From an optimization exercise on the open Yosys and OpenROAD flow, aimed at small area, a short achievable clock period and few clock cycles; shortcuts taken in it are not production practice. Where RTL was checked, it was by simulation tests only, not by an equivalence proof against the original. No activity file was given, so power comes from the tool's default toggle rates.

## trb_render
module trb_render (
    input  wire        clk,
    input  wire        rst,           
    input  wire        start,         
    input  wire [31:0] xscroll,       
    input  wire [31:0] yscroll,       
    input  wire        transp,        
    input  wire        sheet_valid,
    input  wire [31:0] sheet_dim,     
    output wire        busy,
    output reg         done,
    output wire        err,
    output wire [3:0]  errcode,
    output reg         tile_rd,
    output wire [11:0] tile_addr,
    input  wire [33:0] tile_rdata,    
    output reg         idx_rd,
    output reg  [11:0] idx_addr,
    input  wire [1:0]  idx_rdata,
    output reg         fb_we,
    output reg  [9:0]  fb_addr,
    output reg  [7:0]  fb_wdata
);
==> module trb_render, before the edit <==
module trb_render (
    input  wire        clk,
    input  wire        rst,           
    input  wire        start,         
    input  wire [31:0] xscroll,       
    input  wire [31:0] yscroll,       
    input  wire        transp,        
    input  wire        sheet_valid,
    input  wire [31:0] sheet_dim,     
    output wire        busy,
    output reg         done,
    output wire        err,
    output wire [3:0]  errcode,
    output reg         tile_rd,
    output wire [11:0] tile_addr,
    input  wire [33:0] tile_rdata,    
    output reg         idx_rd,
    output reg  [11:0] idx_addr,
    input  wire [1:0]  idx_rdata,
    output reg         fb_we,
    output reg  [9:0]  fb_addr,
    output reg  [7:0]  fb_wdata
);
    reg busy_r, idle_r, chk;
    assign busy = busy_r;
    wire accept = start & idle_r;
    reg [9:0] sw;
    reg       tr;
    reg       err_r, ec1_r, ec0_r;
    assign err     = err_r;
    assign errcode = {1'b0, err_r, ec1_r, ec0_r};
    reg       vG;
    reg [5:0] px;
    reg [2:0] x, y;
    reg [5:0] tx, ty;
    reg       nt0, nt1, nt2, nt3;    
    assign tile_addr = {ty, tx};
    reg       v1, vI, vD, lastW;
    reg [2:0] x1, y1, sx, sy;    
    reg [1:0] dbits;
    reg [31:0] color;
    wire       eol     = (px == 6'd39);
    wire       xw      = (x == 3'd7);
    wire       next_nt = eol | xw;
    wire       advG    = vG & ~(next_nt & (nt0 | nt1));
    wire [5:0] tx_d    = eol ? (xw ? 6'd60 : 6'd59) : {5'd0, xw};
    wire lastD = vD & (fb_addr == 10'd958);
    wire kill  = lastD | (chk & err_r);
    reg [7:0] subc;
    always @(*) begin
        case (idx_rdata)
            2'd0: subc = color[7:0];
            2'd1: subc = color[15:8];
            2'd2: subc = color[23:16];
            default: subc = color[31:24];
        endcase
    end
    wire [1:0] dnow = nt1 ? tile_rdata[33:32] : dbits;
    always @(posedge clk) begin
        if (idle_r) begin
            sw    <= sheet_dim[9:0];
            tr    <= transp;
            err_r <= ~sheet_valid | (sheet_dim[15:3] == 13'd0) | (sheet_dim[31:19] == 13'd0);
            ec1_r <= sheet_valid & ((sheet_dim[15:3] == 13'd0) | (sheet_dim[31:19] == 13'd0));
            ec0_r <= ~sheet_valid;
        end
        x  <= idle_r ? xscroll[2:0] : x + {2'd0, advG};
        tx <= idle_r ? xscroll[8:3] : tx + (advG ? tx_d : 6'd0);
        y  <= idle_r ? yscroll[2:0] : y + {2'd0, advG & eol};
        ty <= idle_r ? yscroll[8:3] : ty + {5'd0, advG & eol & (y == 3'd7)};
        px <= (idle_r | (advG & eol)) ? 6'd0 : px + {5'd0, advG};
        fb_addr <= idle_r ? 10'h3FF : fb_addr + {9'd0, vD};
        x1 <= x;  y1 <= y;
        sx <= x1 ^ {3{dnow[0]}};
        sy <= y1 ^ {3{dnow[1]}};
        nt2 <= nt1; nt3 <= nt2;
        if (nt1) dbits <= tile_rdata[33:32];
        if (nt3) color <= tile_rdata[31:0];
        idx_addr <= sy * sw + {9'd0, sx};
        fb_wdata <= subc;
    end
    always @(posedge clk) begin
        if (rst) begin
            busy_r <= 1'b0; idle_r <= 1'b1; chk <= 1'b0; done <= 1'b0;
            vG <= 1'b0; v1 <= 1'b0; vI <= 1'b0; vD <= 1'b0; lastW <= 1'b0;
            nt0 <= 1'b0; nt1 <= 1'b0;
            tile_rd <= 1'b0; idx_rd <= 1'b0; fb_we <= 1'b0;
        end else begin
            chk   <= accept;
            lastW <= lastD;
            done  <= (chk & err_r) | lastW;
            if (accept) begin
                busy_r <= 1'b1; idle_r <= 1'b0;
            end else if ((chk & err_r) | lastW) begin
                busy_r <= 1'b0; idle_r <= 1'b1;
            end
            fb_we <= vD & ~(tr & (subc == 8'hFF));
            if (kill) begin
                vG <= 1'b0; v1 <= 1'b0; vI <= 1'b0; idx_rd <= 1'b0; vD <= 1'b0;
                nt0 <= 1'b0; nt1 <= 1'b0; tile_rd <= 1'b0;
            end else begin
                if (accept) vG <= 1'b1;
                nt0 <= accept | (advG & next_nt);
                nt1 <= nt0;
                tile_rd <= accept | (advG & next_nt) | nt1;
                v1 <= advG;
                vI <= v1;
                idx_rd <= vI;
                vD <= idx_rd;
            end
        end
    end
endmodule
clock: 10.0 ns
lec_check: 0
cap_margin: 20
core_margin: 2
core_utilization: 40
slew_margin: 20
standard.sh (not shown) runs the stock make flow with config.mk's settings and CLKGATE_MAP_FILE= SYNTH_SCRIPT=/design/flow/synth_recipe.tcl, a recipe that flattens the netlist after the stock synthesis.
==> flow/flow/run.sh <==
#!/bin/bash
set -euo pipefail
export BUFFER_PORTS_ARGS="-buffer_cell sky130_fd_sc_hd__buf_1"
export SETUP_SLACK_MARGIN=6.95
export CTS_ARGS="-sink_clustering_enable -repair_clock_nets -dont_use_dummy_load -buf_list {sky130_fd_sc_hd__clkbuf_4 sky130_fd_sc_hd__clkbuf_8}"
bash standard.sh > standard.log 2>&1
Testbench counts at the start, summed over its fixed seeds: cycles 62,952.
Change:
--- a/flow/design.v
+++ b/flow/design.v
@@ -43,7 +43,6 @@
     wire       xw      = (x == 3'd7);
     wire       next_nt = eol | xw;
     wire       advG    = vG & ~(next_nt & (nt0 | nt1));
-    wire [5:0] tx_d    = eol ? (xw ? 6'd60 : 6'd59) : {5'd0, xw};
     wire lastD = vD & (fb_addr == 10'd958);
     wire kill  = lastD | (chk & err_r);
     reg [7:0] subc;
@@ -64,10 +63,9 @@
             ec1_r <= sheet_valid & ((sheet_dim[15:3] == 13'd0) | (sheet_dim[31:19] == 13'd0));
             ec0_r <= ~sheet_valid;
         end
-        x  <= idle_r ? xscroll[2:0] : x + {2'd0, advG};
-        tx <= idle_r ? xscroll[8:3] : tx + (advG ? tx_d : 6'd0);
-        y  <= idle_r ? yscroll[2:0] : y + {2'd0, advG & eol};
-        ty <= idle_r ? yscroll[8:3] : ty + {5'd0, advG & eol & (y == 3'd7)};
+        {tx, x} <= idle_r ? xscroll[8:0] :
+                   {tx, x} + (advG ? (eol ? 9'h1D9 : 9'h001) : 9'h000);
+        {ty, y} <= idle_r ? yscroll[8:0] : {ty, y} + {8'd0, advG & eol};
         px <= (idle_r | (advG & eol)) ? 6'd0 : px + {5'd0, advG};
         fb_addr <= idle_r ? 10'h3FF : fb_addr + {9'd0, vD};
         x1 <= x;  y1 <= y;
After rerunning: Core utilization increases by 0.31 points. Routed wire length increases by a little under a tenth. Power decreases slightly. Final area is higher slightly. Non-clock buffer count falls by 1. Synthesized area is higher slightly. Final cell count climbs by a few percent. Worst setup slack is worse by 0.030 ns. Sequential share of layout area falls by 0.30 points. Worst hold slack improves by 0.014 ns. Via count is higher by a few percent. Sequential power hardly moves. Die area came out higher slightly. Critical path depth stays the same.
Testbench counts after the change, summed over its fixed seeds: cycles 62,952.


the previous run:
The RTL this note starts from:
==> flow/design.v <==
module trb_render (
    input  wire        clk,
    input  wire        rst,           
    input  wire        start,         
    input  wire [31:0] xscroll,       
    input  wire [31:0] yscroll,       
    input  wire        transp,        
    input  wire        sheet_valid,
    input  wire [31:0] sheet_dim,     
    output wire        busy,
    output reg         done,
    output wire        err,
    output wire [3:0]  errcode,
    output reg         tile_rd,
    output wire [11:0] tile_addr,
    input  wire [33:0] tile_rdata,    
    output reg         idx_rd,
    output reg  [11:0] idx_addr,
    input  wire [1:0]  idx_rdata,
    output reg         fb_we,
    output reg  [9:0]  fb_addr,
    output reg  [7:0]  fb_wdata
);
    reg busy_r, idle_r, chk;
    assign busy = busy_r;
    wire accept = start & idle_r;
    reg [9:0] sw;
    reg       tr;
    reg       err_r, ec1_r, ec0_r;
    assign err     = err_r;
    assign errcode = {1'b0, err_r, ec1_r, ec0_r};
    reg       vG;
    reg [5:0] px;
    reg [2:0] x, y;
    reg [5:0] tx, ty;
    reg       nt0, nt1, nt2, nt3;    
    assign tile_addr = {ty, tx};
    reg       v1, vI, vD, lastW;
    reg [2:0] sx, sy;            
    reg [1:0] dbits;
    reg [31:0] color;
    wire       eol     = (px == 6'd39);
    wire       xw      = (x == 3'd7);
    wire       next_nt = eol | xw;
    wire       advG    = vG & ~(next_nt & (nt0 | nt1));
    wire [5:0] tx_d    = eol ? (xw ? 6'd60 : 6'd59) : {5'd0, xw};
    wire lastD = vD & (fb_addr == 10'd958);
    wire kill  = lastD | (chk & err_r);
    reg [7:0] subc;
    always @(*) begin
        case (idx_rdata)
            2'd0: subc = color[7:0];
            2'd1: subc = color[15:8];
            2'd2: subc = color[23:16];
            default: subc = color[31:24];
        endcase
    end
    wire [1:0] dnow = nt1 ? tile_rdata[33:32] : dbits;
    always @(posedge clk) begin
        if (idle_r) begin
            sw    <= sheet_dim[9:0];
            tr    <= transp;
            err_r <= ~sheet_valid | (sheet_dim[15:3] == 13'd0) | (sheet_dim[31:19] == 13'd0);
            ec1_r <= sheet_valid & ((sheet_dim[15:3] == 13'd0) | (sheet_dim[31:19] == 13'd0));
            ec0_r <= ~sheet_valid;
        end
        x  <= idle_r ? xscroll[2:0] : x + {2'd0, advG};
        tx <= idle_r ? xscroll[8:3] : tx + (advG ? tx_d : 6'd0);
        y  <= idle_r ? yscroll[2:0] : y + {2'd0, advG & eol};
        ty <= idle_r ? yscroll[8:3] : ty + {5'd0, advG & eol & (y == 3'd7)};
        px <= (idle_r | (advG & eol)) ? 6'd0 : px + {5'd0, advG};
        fb_addr <= idle_r ? 10'h3FF : fb_addr + {9'd0, vD};
        sx <= (x - 3'd1) ^ {3{dnow[0]}};
        sy <= (y - {2'd0, px == 6'd0}) ^ {3{dnow[1]}};
        nt2 <= nt1; nt3 <= nt2;
        if (nt1) dbits <= tile_rdata[33:32];
        if (nt3) color <= tile_rdata[31:0];
        idx_addr <= sy * sw + {9'd0, sx};
        fb_wdata <= subc;
    end
    always @(posedge clk) begin
        if (rst) begin
            busy_r <= 1'b0; idle_r <= 1'b1; chk <= 1'b0; done <= 1'b0;
            vG <= 1'b0; v1 <= 1'b0; vI <= 1'b0; vD <= 1'b0; lastW <= 1'b0;
            nt0 <= 1'b0; nt1 <= 1'b0;
            tile_rd <= 1'b0; idx_rd <= 1'b0; fb_we <= 1'b0;
        end else begin
            chk   <= accept;
            lastW <= lastD;
            done  <= (chk & err_r) | lastW;
            if (accept) begin
                busy_r <= 1'b1; idle_r <= 1'b0;
            end else if ((chk & err_r) | lastW) begin
                busy_r <= 1'b0; idle_r <= 1'b1;
            end
            fb_we <= vD & ~(tr & (subc == 8'hFF));
            if (kill) begin
                vG <= 1'b0; v1 <= 1'b0; vI <= 1'b0; idx_rd <= 1'b0; vD <= 1'b0;
                nt0 <= 1'b0; nt1 <= 1'b0; tile_rd <= 1'b0;
            end else begin
                if (accept) vG <= 1'b1;
                nt0 <= accept | (advG & next_nt);
                nt1 <= nt0;
                tile_rd <= accept | (advG & next_nt) | nt1;
                v1 <= advG;
                vI <= v1;
                idx_rd <= vI;
                vD <= idx_rd;
            end
        end
    end
endmodule
==> flow/config.mk <==
export PLATFORM = sky130hd
export DESIGN_NAME = trb_render
export DESIGN_NICKNAME = trb_render
export VERILOG_FILES = /design/flow/design.v
export SDC_FILE = /design/flow/constraint.sdc
export NUM_CORES = 4
export LEC_CHECK = 0
export CAP_MARGIN = 20
export CORE_MARGIN = 2
export CORE_UTILIZATION = 40
export SLEW_MARGIN = 20
==> flow/constraint.sdc <==
create_clock -name core_clock -period 10.0 [get_ports {clk}]
set_input_delay 2.0000 -clock core_clock [delete_from_list [all_inputs] [get_ports {clk}]]
set_output_delay 2.0000 -clock core_clock [all_outputs]
set_load 0.01 [all_outputs]
Scripts as last shown in full above: flow/flow/run.sh
Testbench counts of the previous run, summed over its fixed seeds: cycles 62,952.
> inputs changed (the previous run -> the current run)
-- flow/design.v --
<<< the previous run, line 37
    assign tile_addr = {ty, tx};
    reg       v1, vI, vD, lastW;
    reg [2:0] sx, sy;            
    reg [1:0] dbits;
    reg [31:0] color;
    wire       eol     = (px == 6'd39);
    wire       xw      = (x == 3'd7);
>>> the current run, line 37
    assign tile_addr = {ty, tx};
    reg       v1, vI, vD, lastW;
    reg [2:0] x1, y1, sx, sy;    
    reg [1:0] dbits;
    reg [31:0] color;
    reg [3:0]  is255;                
    wire       eol     = (px == 6'd39);
    wire       xw      = (x == 3'd7);
<<< the previous run, line 48
    wire kill  = lastD | (chk & err_r);
    reg [7:0] subc;
    always @(*) begin
        case (idx_rdata)
            2'd0: subc = color[7:0];
            2'd1: subc = color[15:8];
            2'd2: subc = color[23:16];
            default: subc = color[31:24];
        endcase
    end
>>> the current run, line 49
    wire kill  = lastD | (chk & err_r);
    reg [7:0] subc;
    reg       sub255;
    always @(*) begin
        case (idx_rdata)
            2'd0: begin subc = color[7:0];   sub255 = is255[0]; end
            2'd1: begin subc = color[15:8];  sub255 = is255[1]; end
            2'd2: begin subc = color[23:16]; sub255 = is255[2]; end
            default: begin subc = color[31:24]; sub255 = is255[3]; end
        endcase
    end
<<< the previous run, line 71
        px <= (idle_r | (advG & eol)) ? 6'd0 : px + {5'd0, advG};
        fb_addr <= idle_r ? 10'h3FF : fb_addr + {9'd0, vD};
        sx <= (x - 3'd1) ^ {3{dnow[0]}};
        sy <= (y - {2'd0, px == 6'd0}) ^ {3{dnow[1]}};
        nt2 <= nt1; nt3 <= nt2;
        if (nt1) dbits <= tile_rdata[33:32];
        if (nt3) color <= tile_rdata[31:0];
        idx_addr <= sy * sw + {9'd0, sx};
        fb_wdata <= subc;
>>> the current run, line 73
        px <= (idle_r | (advG & eol)) ? 6'd0 : px + {5'd0, advG};
        fb_addr <= idle_r ? 10'h3FF : fb_addr + {9'd0, vD};
        x1 <= x;  y1 <= y;
        sx <= x1 ^ {3{dnow[0]}};
        sy <= y1 ^ {3{dnow[1]}};
        nt2 <= nt1; nt3 <= nt2;
        if (nt1) dbits <= tile_rdata[33:32];
        if (nt3) begin
            color <= tile_rdata[31:0];
            is255 <= {&tile_rdata[31:24], &tile_rdata[23:16],
                      &tile_rdata[15:8],  &tile_rdata[7:0]};
        end
        idx_addr <= sy * sw + {9'd0, sx};
        fb_wdata <= subc;
<<< the previous run, line 94
                busy_r <= 1'b0; idle_r <= 1'b1;
            end
            fb_we <= vD & ~(tr & (subc == 8'hFF));
            if (kill) begin
                vG <= 1'b0; v1 <= 1'b0; vI <= 1'b0; idx_rd <= 1'b0; vD <= 1'b0;
>>> the current run, line 101
                busy_r <= 1'b0; idle_r <= 1'b1;
            end
            fb_we <= vD & ~(tr & sub255);
            if (kill) begin
                vG <= 1'b0; v1 <= 1'b0; vI <= 1'b0; idx_rd <= 1'b0; vD <= 1'b0;
--- outcome ---
- NOTE: internal power component in the current run falls short of that of the previous run
- Compared the current run vs the previous run, and via total after detailed routing is up in the current run.
- NOTE: effective utilization at floorplan in the current run exceeds that of the previous run
- In the reports for the previous run and the current run, the larger arithmetic-cell share of the synthesized area counting full adders, half adders and majority gates belongs to the previous run.
- Compared the previous run against the current run; total global routing track utilization within noise.
- Comparing the previous run and the current run, the higher non-clock buffer count was measured on the current run.
- Maximum number of pins on one net before global-route repair shrinks by more than 10% when moving from the previous run to the current run.
- Global-route wire length before repair shrinks slightly when moving from the previous run to the current run.
Function not checked in the current run: the RTL went through the layout flow alone.

-- port drivers added, routing unchanged --
The flow's constraints put no driver on any port. The routed layouts listed below were extracted and timed again, unchanged, in two steps.
Step 1 sets driving cells, clkbuf_16 on the clock port and buf_2 on the other inputs (assumed; they add their load-dependent delay and slew).
Step 2 adds t to the input delays and takes it off the output delays; t is the mean of the earliest and latest rising clock arrival at the registers after step 1. Input paths then give back, and output paths get back, about the clock's delay inside the block.
Three values: ideal, step 1, step 2; two values: the first two.
run	t (ns)	slack for setup (ns)	worst setup path after step 2
the first run of note 1	0.451	7.023 / 6.986 / 6.658	input to register
the second run of note 1	0.455	6.992 / 6.956 / 6.645	input to register
the previous run	0.460	6.919 / 6.883 / 6.671	input to register
the current run	0.458	7.004 / 6.971 / 6.842	input to register
After both steps every run listed still meets setup and hold. The setup slack of the first run of note 1, which loses most, moves by -0.037 ns with the drivers and by -0.365 ns with both steps.
